Source: an optimization exercise on an open RTL-to-GDS flow (aim: small area). Production flows keep margins and buffers that such runs may drop.
Where RTL was checked, it was by simulation tests only, not by an equivalence proof against the original.
Power figures rest on the tool's default switching activity, not on a simulated workload.

Setup of maple:
## caliper_sampler
module caliper_sampler #(
    parameter NCH           = 16,
    parameter TW            = 64,
    parameter RESYNC_US     = 1000,
    parameter POWER_LOSS_US = 200000
) (
    input                clk,
    input                rst,
    input  [TW-1:0]      now,
    input                tick_stb,
    input  [NCH-1:0]     edge_stb,
    input  [NCH-1:0]     clk_line,
    input  [NCH-1:0]     data_line,
    input  [NCH-1:0]     invert,
    output [NCH-1:0]     notify,
    input  [3:0]         rd_ch,
    output [23:0]        rd_raw,
    output               rd_pwr,
    output               rd_unit,
    output               rd_sign,
    output [19:0]        rd_mag,
    input  [23:0]        dec_raw,
    output               dec_unit,
    output               dec_sign,
    output [19:0]        dec_mag
);
For scale: roughly 3,500 cells after synthesis, ~1,300 flip-flops.
==> flow/config.mk <==
export PLATFORM = sky130hd
export DESIGN_NAME = caliper_sampler
export DESIGN_NICKNAME = caliper_sampler
export VERILOG_FILES = /design/flow/design.v
export SDC_FILE = /design/flow/constraint.sdc
export NUM_CORES = 4
export LEC_CHECK = 0
export CAP_MARGIN = 20
export CORE_MARGIN = 2
export CORE_UTILIZATION = 85
export PLACE_DENSITY = 0.88
export SLEW_MARGIN = 20
==> flow/constraint.sdc <==
create_clock -name core_clock -period 10.0 [get_ports {clk}]
set_input_delay 2.0000 -clock core_clock [delete_from_list [all_inputs] [get_ports {clk}]]
set_output_delay 2.0000 -clock core_clock [all_outputs]
set_load 0.01 [all_outputs]
standard.sh (not shown) runs the stock make flow with config.mk's settings and CLKGATE_MAP_FILE= SYNTH_SCRIPT=/design/flow/synth_recipe.tcl, a recipe that flattens the netlist after the stock synthesis.
==> flow/flow/run.sh <==
#!/bin/bash
# Standard layout (the standard.sh, standard synthesis unchanged) with two
# changes: CTS does not add dummy loads, and port buffers are buf_1.
set -euo pipefail
W="$(cd "$(dirname "${BASH_SOURCE[0]}")/.." && pwd)"
cd "$W"
export CTS_ARGS="-sink_clustering_enable -repair_clock_nets -dont_use_dummy_load -buf_list sky130_fd_sc_hd__clkbuf_8 -sink_clustering_size 14 -sink_clustering_max_diameter 50"
export BUFFER_PORTS_ARGS="-buffer_cell sky130_fd_sc_hd__buf_1"
bash "$W/standard.sh" > "$W/standard.log" 2>&1
maple: it failed during global routing, and the tool reported DPL-0033.
> inputs changed (maple -> indigo)
- changing PLACE_DENSITY from 0.88 to 0.8
- changing CORE_UTILIZATION from 85 to 75
## What came out
In summary, indigo completed successfully, with a layout that passed the timing, design-rule and antenna checks.
maple -> indigo: synthesized-area fraction occupied by ao, oa, aoi and oai cells delta 0, exact match
Diff maple -> indigo: number of standard-cell rows in the floorplan has increased; routability-driven placement congestion ratio has decreased.
Synthesized-area fraction occupied by xor and xnor cells essentially unchanged between maple and indigo.
indigo against maple; number of clock buffers inserted by TritonCTS is up by a few percent.
indigo ends up with higher count of placed standard cells including taps than maple does.
Reported for maple and indigo, synthesized-area fraction occupied by adder cells turned out identical to the last digit.
Diff maple -> indigo: estimated wirelength of the detail-placed design now smaller; die extent in x now larger; post-place setup slack now smaller.
## Diff of input files: willow against indigo
- PLACE_DENSITY removed (was 0.8)
- CORE_UTILIZATION changed from 75 to 65
Notes after the runs:
- The clock buffer instance count of the final layout in willow sits 10 above the value recorded for indigo.
- Comparing willow with indigo, the net total in the final layout came out essentially unchanged.
- Summary: with indigo as the reference, detailed route wirelength on metal3 in willow moved down by more than 10%.
- Summary of willow over indigo: cell depth of the worst min-delay path ~0 delta, total stage count of the critical path ~0 delta, synthesis-to-finish area growth +0.73 points, setup slack after layout +91 ps, wire length of the first global-routing pass +about 0.8%.
- Compared with indigo, willow shows a lower shortest period the worst path allows.
## Diff of input files: quartz against willow
- CORE_UTILIZATION changed from 65 to 75
- PLACE_DENSITY newly set to 0.8
--- a/flow/flow/run.sh
+++ b/flow/flow/run.sh
@@ -6,3 +6,3 @@
 cd "$W"
-export CTS_ARGS="-sink_clustering_enable -repair_clock_nets -dont_use_dummy_load -buf_list sky130_fd_sc_hd__clkbuf_8 -sink_clustering_size 14 -sink_clustering_max_diameter 50"
+export CTS_ARGS="-sink_clustering_enable -repair_clock_nets -dont_use_dummy_load -buf_list sky130_fd_sc_hd__clkbuf_8 -sink_clustering_size 12 -sink_clustering_max_diameter 50"
 export BUFFER_PORTS_ARGS="-buffer_cell sky130_fd_sc_hd__buf_1"
Findings:
quartz completed end to end with timing, DRC and antenna clean.
Comparing quartz and willow, the lower global-route track usage on met1 was measured on willow.
The higher transition time at the pin with the least slew margin of quartz and willow is in quartz.
quartz and willow ended up with nearly the same sequential cell count.
For die area, dividing the value from quartz by the value from willow gives 0.868.
Sort quartz and willow by met3 routing resource usage after global routing, descending, and quartz comes first.
Per the comparison of quartz with willow, number of vias per cell after detailed routing saw an increase; detailed-routed wire length on met2 saw a decrease; largest stage delay on the critical path saw little to no change; logic gate share of total power saw little to no change; half-perimeter wire length after detailed placement saw a decrease.
Input changes introduced in garnet (baseline for comparison: quartz):
- PLACE_DENSITY changed from 0.8 to 0.85
- CORE_UTILIZATION changed from 75 to 80
--- a/flow/flow/run.sh
+++ b/flow/flow/run.sh
@@ -6,3 +6,3 @@
 cd "$W"
-export CTS_ARGS="-sink_clustering_enable -repair_clock_nets -dont_use_dummy_load -buf_list sky130_fd_sc_hd__clkbuf_8 -sink_clustering_size 12 -sink_clustering_max_diameter 50"
+export CTS_ARGS="-sink_clustering_enable -repair_clock_nets -dont_use_dummy_load -buf_list sky130_fd_sc_hd__clkbuf_8 -sink_clustering_size 14 -sink_clustering_max_diameter 50"
 export BUFFER_PORTS_ARGS="-buffer_cell sky130_fd_sc_hd__buf_1"
### Flow results
- The flow did not stop early for garnet: all stages ran, and the layout cleared the timing, design-rule and antenna checks.
- In the reports for garnet and quartz, the larger met2 routing resource usage after global routing belongs to garnet.
- Delta(buffer and inverter count on the worst path, garnet - quartz) < 0
- Diff quartz -> garnet | full die area | down by a few percent
- Number of global-route vias before repair (lower): quartz
- Compared to quartz, garnet has number of buffers outside the clock class in the layout 1.2% higher.
- Higher wire length of the first global-routing pass was reported by garnet, not quartz.
- garnet vs. quartz: pin count of the biggest net entering global routing decreased by 48% relative to the old numbers; worst hold slack closely matched the old numbers.
- [compare] base=quartz new=garnet: number of antenna violations at the first check in global routing rose 12, fmax rose 0.00056 GHz.
Edits applied to the flow inputs when going from garnet to nickel:
- swapping 0.85 for 0.8 in PLACE_DENSITY
- swapping 80 for 75 in CORE_UTILIZATION
--- a/flow/flow/run.sh
+++ b/flow/flow/run.sh
@@ -6,3 +6,3 @@
 cd "$W"
-export CTS_ARGS="-sink_clustering_enable -repair_clock_nets -dont_use_dummy_load -buf_list sky130_fd_sc_hd__clkbuf_8 -sink_clustering_size 14 -sink_clustering_max_diameter 50"
+export CTS_ARGS="-sink_clustering_enable -repair_clock_nets -dont_use_dummy_load -buf_list sky130_fd_sc_hd__clkbuf_8 -sink_clustering_size 18 -sink_clustering_max_diameter 40"
 export BUFFER_PORTS_ARGS="-buffer_cell sky130_fd_sc_hd__buf_1"
### Flow results
On sequential share of layout area, the higher figure sits with garnet, not nickel.
Non-clock buffering overhead in the final layout: garnet vs nickel, no meaningful difference
Routed metal-1 wire length, garnet and nickel: lower on garnet
Going from garnet to nickel, the maximum VDD drop was found to have gone up by 3.1%.
Overall die width: nickel vs garnet up 8.2 µm
nickel ended with less final worst hold slack than garnet.
Min proportion of power drawn by combinational gates across garnet and nickel: nickel
[nickel vs garnet] clock-buffer cell count: higher in nickel
On final worst-path setup slack, garnet beats nickel.
Where final critical delay including setup and external delays is concerned, garnet is better than nickel.


## amber
The RTL this note starts from:
==> flow/design.v <==
module caliper_channel (
    input               clk,
    input               rst,
    input  [17:0]       dt_lo,
    input               dt_big,
    input               tick_stb,
    input               edge_stb,
    input               clk_line,
    input               data_line,
    input               invert,
    output reg [23:0]   smp,
    output reg          vld,
    output reg          pwr,
    output reg          notify
);
    localparam [17:0] OFF  = 18'd62144;            
    localparam [17:0] RSYN = 18'd63144;            
    reg [23:0]   acc;
    reg [4:0]    cnt;
    reg [17:0]   g;
    reg          far;
    wire c = clk_line  ^ invert;
    wire d = data_line ^ invert;
    wire [18:0] cy;
    wire [18:0] s;
    assign cy[0] = 1'b0;
    genvar k;
    generate
        for (k = 0; k < 18; k = k + 1) begin : g_add
            assign s[k]    = g[k] ^ dt_lo[k] ^ cy[k];
            assign cy[k+1] = (g[k] & dt_lo[k]) | (g[k] & cy[k]) | (dt_lo[k] & cy[k]);
        end
    endgenerate
    assign s[18] = cy[18];
    wire        ge_pl  = far | dt_big | s[18];        
    wire        gt_rs  = ge_pl | (s[17:0] > RSYN);    
    wire [23:0] acc_next = {d, acc[23:1]};
    wire        act      = edge_stb & c;
    wire        last     = cnt[4] & cnt[2] & cnt[1] & cnt[0];
    wire        pub      = act & last;
    always @(posedge clk) begin
        if (act)
            acc <= acc_next;
        if (rst)
            vld <= 1'b0;
        else if (pub)
            vld <= 1'b1;
        if (pub)
            smp <= acc_next;
    end
    always @(posedge clk) begin
        if (rst) begin
            cnt    <= 5'd0;
            g      <= OFF;
            far    <= 1'b0;
            pwr    <= 1'b0;
            notify <= 1'b0;
        end else begin
            notify <= 1'b0;
            if (edge_stb) begin
                if (c) begin
                    pwr <= 1'b1;
                    if (last) begin
                        cnt    <= 5'd0;
                        notify <= 1'b1;
                    end else begin
                        cnt <= cnt + 5'd1;
                    end
                end else if (gt_rs) begin
                    cnt <= 5'd0;
                end
                g   <= OFF;
                far <= 1'b0;
            end else begin
                g   <= s[17:0];
                far <= ge_pl;
                if (tick_stb && pwr && ge_pl) begin
                    pwr    <= 1'b0;
                    notify <= 1'b1;
                end
            end
        end
    end
endmodule
module caliper_sampler #(
    parameter NCH           = 16,
    parameter TW            = 64,
    parameter RESYNC_US     = 1000,
    parameter POWER_LOSS_US = 200000
) (
    input                clk,
    input                rst,
    input  [TW-1:0]      now,
    input                tick_stb,
    input  [NCH-1:0]     edge_stb,
    input  [NCH-1:0]     clk_line,
    input  [NCH-1:0]     data_line,
    input  [NCH-1:0]     invert,
    output [NCH-1:0]     notify,
    input  [3:0]         rd_ch,
    output [23:0]        rd_raw,
    output               rd_pwr,
    output               rd_unit,
    output               rd_sign,
    output [19:0]        rd_mag,
    input  [23:0]        dec_raw,
    output               dec_unit,
    output               dec_sign,
    output [19:0]        dec_mag
);
    reg  [TW-1:0]  prev_now;
    reg            first;
    wire [17:0]    pl      = prev_now[17:0] & {18{~first}};
    wire [18:0]    dt_lo_b = {1'b0, now[17:0]} - {1'b0, pl};
    wire [17:0]    dt_lo   = dt_lo_b[17:0];
    wire [TW-19:0] nh      = now[TW-1:18];
    wire [TW-19:0] ph      = prev_now[TW-1:18];
    wire [TW-19:0] z       = nh ^ ph;
    wire           x_le1   = ~|(z[TW-19:1] & (~ph[TW-20:0] | nh[TW-20:0]));
    wire           dt_big  = first ? |nh : (~x_le1 | (z[0] & ~dt_lo_b[18]));
    always @(posedge clk) begin
        prev_now <= now;
        first    <= rst;
    end
    wire [23:0]    smp [0:NCH-1];
    wire [NCH-1:0] vld;
    wire [NCH-1:0] pwr;
    genvar i;
    generate
        for (i = 0; i < NCH; i = i + 1) begin : g_ch
            caliper_channel u_ch (
                .clk       (clk),
                .rst       (rst),
                .dt_lo     (dt_lo),
                .dt_big    (dt_big),
                .tick_stb  (tick_stb),
                .edge_stb  (edge_stb[i]),
                .clk_line  (clk_line[i]),
                .data_line (data_line[i]),
                .invert    (invert[i]),
                .smp       (smp[i]),
                .vld       (vld[i]),
                .pwr       (pwr[i]),
                .notify    (notify[i])
            );
        end
    endgenerate
    assign rd_raw  = vld[rd_ch] ? smp[rd_ch] : 24'd0;
    assign rd_pwr  = pwr[rd_ch];
    assign rd_unit = rd_raw[23];
    assign rd_sign = rd_raw[20];
    assign rd_mag  = rd_raw[19:0];
    assign dec_unit = dec_raw[23];
    assign dec_sign = dec_raw[20];
    assign dec_mag  = dec_raw[19:0];
endmodule
clock: 10.0 ns
lec_check: 0
cap_margin: 20
core_margin: 2
core_utilization: 65
slew_margin: 20
==> flow/flow/run.sh <==
#!/bin/bash
# Standard layout (the standard.sh, standard synthesis unchanged) with two
# changes: CTS does not add dummy loads, and port buffers are buf_1.
set -euo pipefail
W="$(cd "$(dirname "${BASH_SOURCE[0]}")/.." && pwd)"
cd "$W"
export CTS_ARGS="-sink_clustering_enable -repair_clock_nets -dont_use_dummy_load -buf_list sky130_fd_sc_hd__clkbuf_8 -sink_clustering_size 20 -sink_clustering_max_diameter 60"
export BUFFER_PORTS_ARGS="-buffer_cell sky130_fd_sc_hd__buf_1"
bash "$W/standard.sh" > "$W/standard.log" 2>&1
amber: no failed stages, no open violations at the end
#### Input delta (sierra over amber)
-- flow/flow/run.sh --
<<< amber, line 7
export CTS_ARGS="-sink_clustering_enable -repair_clock_nets -dont_use_dummy_load -buf_list sky130_fd_sc_hd__clkbuf_8 -sink_clustering_size 20 -sink_clustering_max_diameter 60"
>>> sierra, line 7
export CTS_ARGS="-sink_clustering_enable -repair_clock_nets -dont_use_dummy_load"
==> run summary <==
- The cell at the slowest stage of the critical path comes out o41a_1 in one run and fa_1 in the other, namely in sierra and amber respectively.
- sierra: power spent charging and discharging nets 7.2% above amber
- On initial cell density of the core, sierra tracks amber almost exactly.
- From amber to sierra the numbers moved as follows: total via count after detailed routing grew by 323; cell count of the worst hold path about even.
Function was not checked in any run of this note: the RTL went through the layout flow alone.


Setup of MS:
Another version of the RTL of caliper_sampler (not shown whole).
For scale: about 3600 cells after synthesis, roughly 1200 flip-flops, about 240 I/O pins, ~51000 um^2 of cells after synthesis.
export LEC_CHECK = 0
export CAP_MARGIN = 20
export CORE_MARGIN = 2
export CORE_UTILIZATION = 65
export SLEW_MARGIN = 20
create_clock -name core_clock -period 10.0 [get_ports {clk}]
==> flow/flow/run.sh <==
#!/bin/bash
# Standard layout (the standard.sh, standard synthesis unchanged) with two
# changes: CTS does not add dummy loads, and port buffers are buf_1.
set -euo pipefail
W="$(cd "$(dirname "${BASH_SOURCE[0]}")/.." && pwd)"
cd "$W"
export CTS_ARGS="-sink_clustering_enable -repair_clock_nets -dont_use_dummy_load -buf_list sky130_fd_sc_hd__clkbuf_16 -sink_clustering_size 24 -sink_clustering_max_diameter 60"
export BUFFER_PORTS_ARGS="-buffer_cell sky130_fd_sc_hd__buf_1"
bash "$W/standard.sh" > "$W/standard.log" 2>&1
What JK does differently from MS at the input level:
==> flow/flow/run.sh <==
#!/bin/bash
# Standard layout (the standard.sh, standard synthesis unchanged) with two
# changes: CTS does not add dummy loads, and port buffers are buf_1.
set -euo pipefail
W="$(cd "$(dirname "${BASH_SOURCE[0]}")/.." && pwd)"
cd "$W"
export CTS_ARGS="-sink_clustering_enable -repair_clock_nets -dont_use_dummy_load -buf_list sky130_fd_sc_hd__clkbuf_8 -sink_clustering_size 14 -sink_clustering_max_diameter 50"
export BUFFER_PORTS_ARGS="-buffer_cell sky130_fd_sc_hd__buf_1"
bash "$W/standard.sh" > "$W/standard.log" 2>&1
Notes after the runs:
- Per the final summary, JK finished and its layout is clean on timing, DRC and antenna.
- MS consumes more power than JK.
- Per the comparison of JK with MS, met1 track utilization from global routing went down 0.46 points, clock skew went down 0.0054 ns, final cell count without fillers went up about 0.75%, net switching power figure went down 1.3%.
- The core of JK is less densely filled than that of MS.
- Per the comparison of JK with MS, internal power now smaller; share of synthesized flip-flops with an asynchronous set or reset comparable.

## static timing again, ports no longer ideal
Ports are ideal in the flow. The routed layouts listed here were re-timed in OpenROAD.
Step 1, drivers: a clkbuf_16 drives clk and a buf_2 each remaining input, both assumed.
Step 2 also shifts input and output timing later by t, the mid clock arrival at the registers, as if the neighbouring blocks saw the same clock.
Three values: no drivers, after step 1, after step 2; two values: the first two.
run	shift t [ns]	slack for setup (ns)	latest minus earliest clock arrival (ns)
indigo	0.781	0.712 / 0.753 / -0.028	0.130 / 0.130
willow	0.791	0.803 / 0.840 / 0.049	0.116 / 0.116
quartz	0.842	0.765 / 0.807 / -0.035	0.086 / 0.086
garnet	0.808	0.812 / 0.855 / 0.047	0.094 / 0.095
nickel	0.849	0.746 / 0.781 / -0.068	0.063 / 0.062
amber	0.777	0.125 / 0.175 / -0.602	0.116 / 0.116
sierra	0.754	0.113 / 0.165 / -0.589	0.084 / 0.084
MS	0.704	0.262 / 0.301 / -0.402	0.090 / 0.089
JK	0.796	0.316 / 0.342 / -0.455	0.087 / 0.087
With both steps, setup timing fails in 7 of these runs, where it was met with ideal ports. For nickel, which loses most, drivers alone change the setup slack by +0.035 ns; drivers and shift together by -0.814 ns.
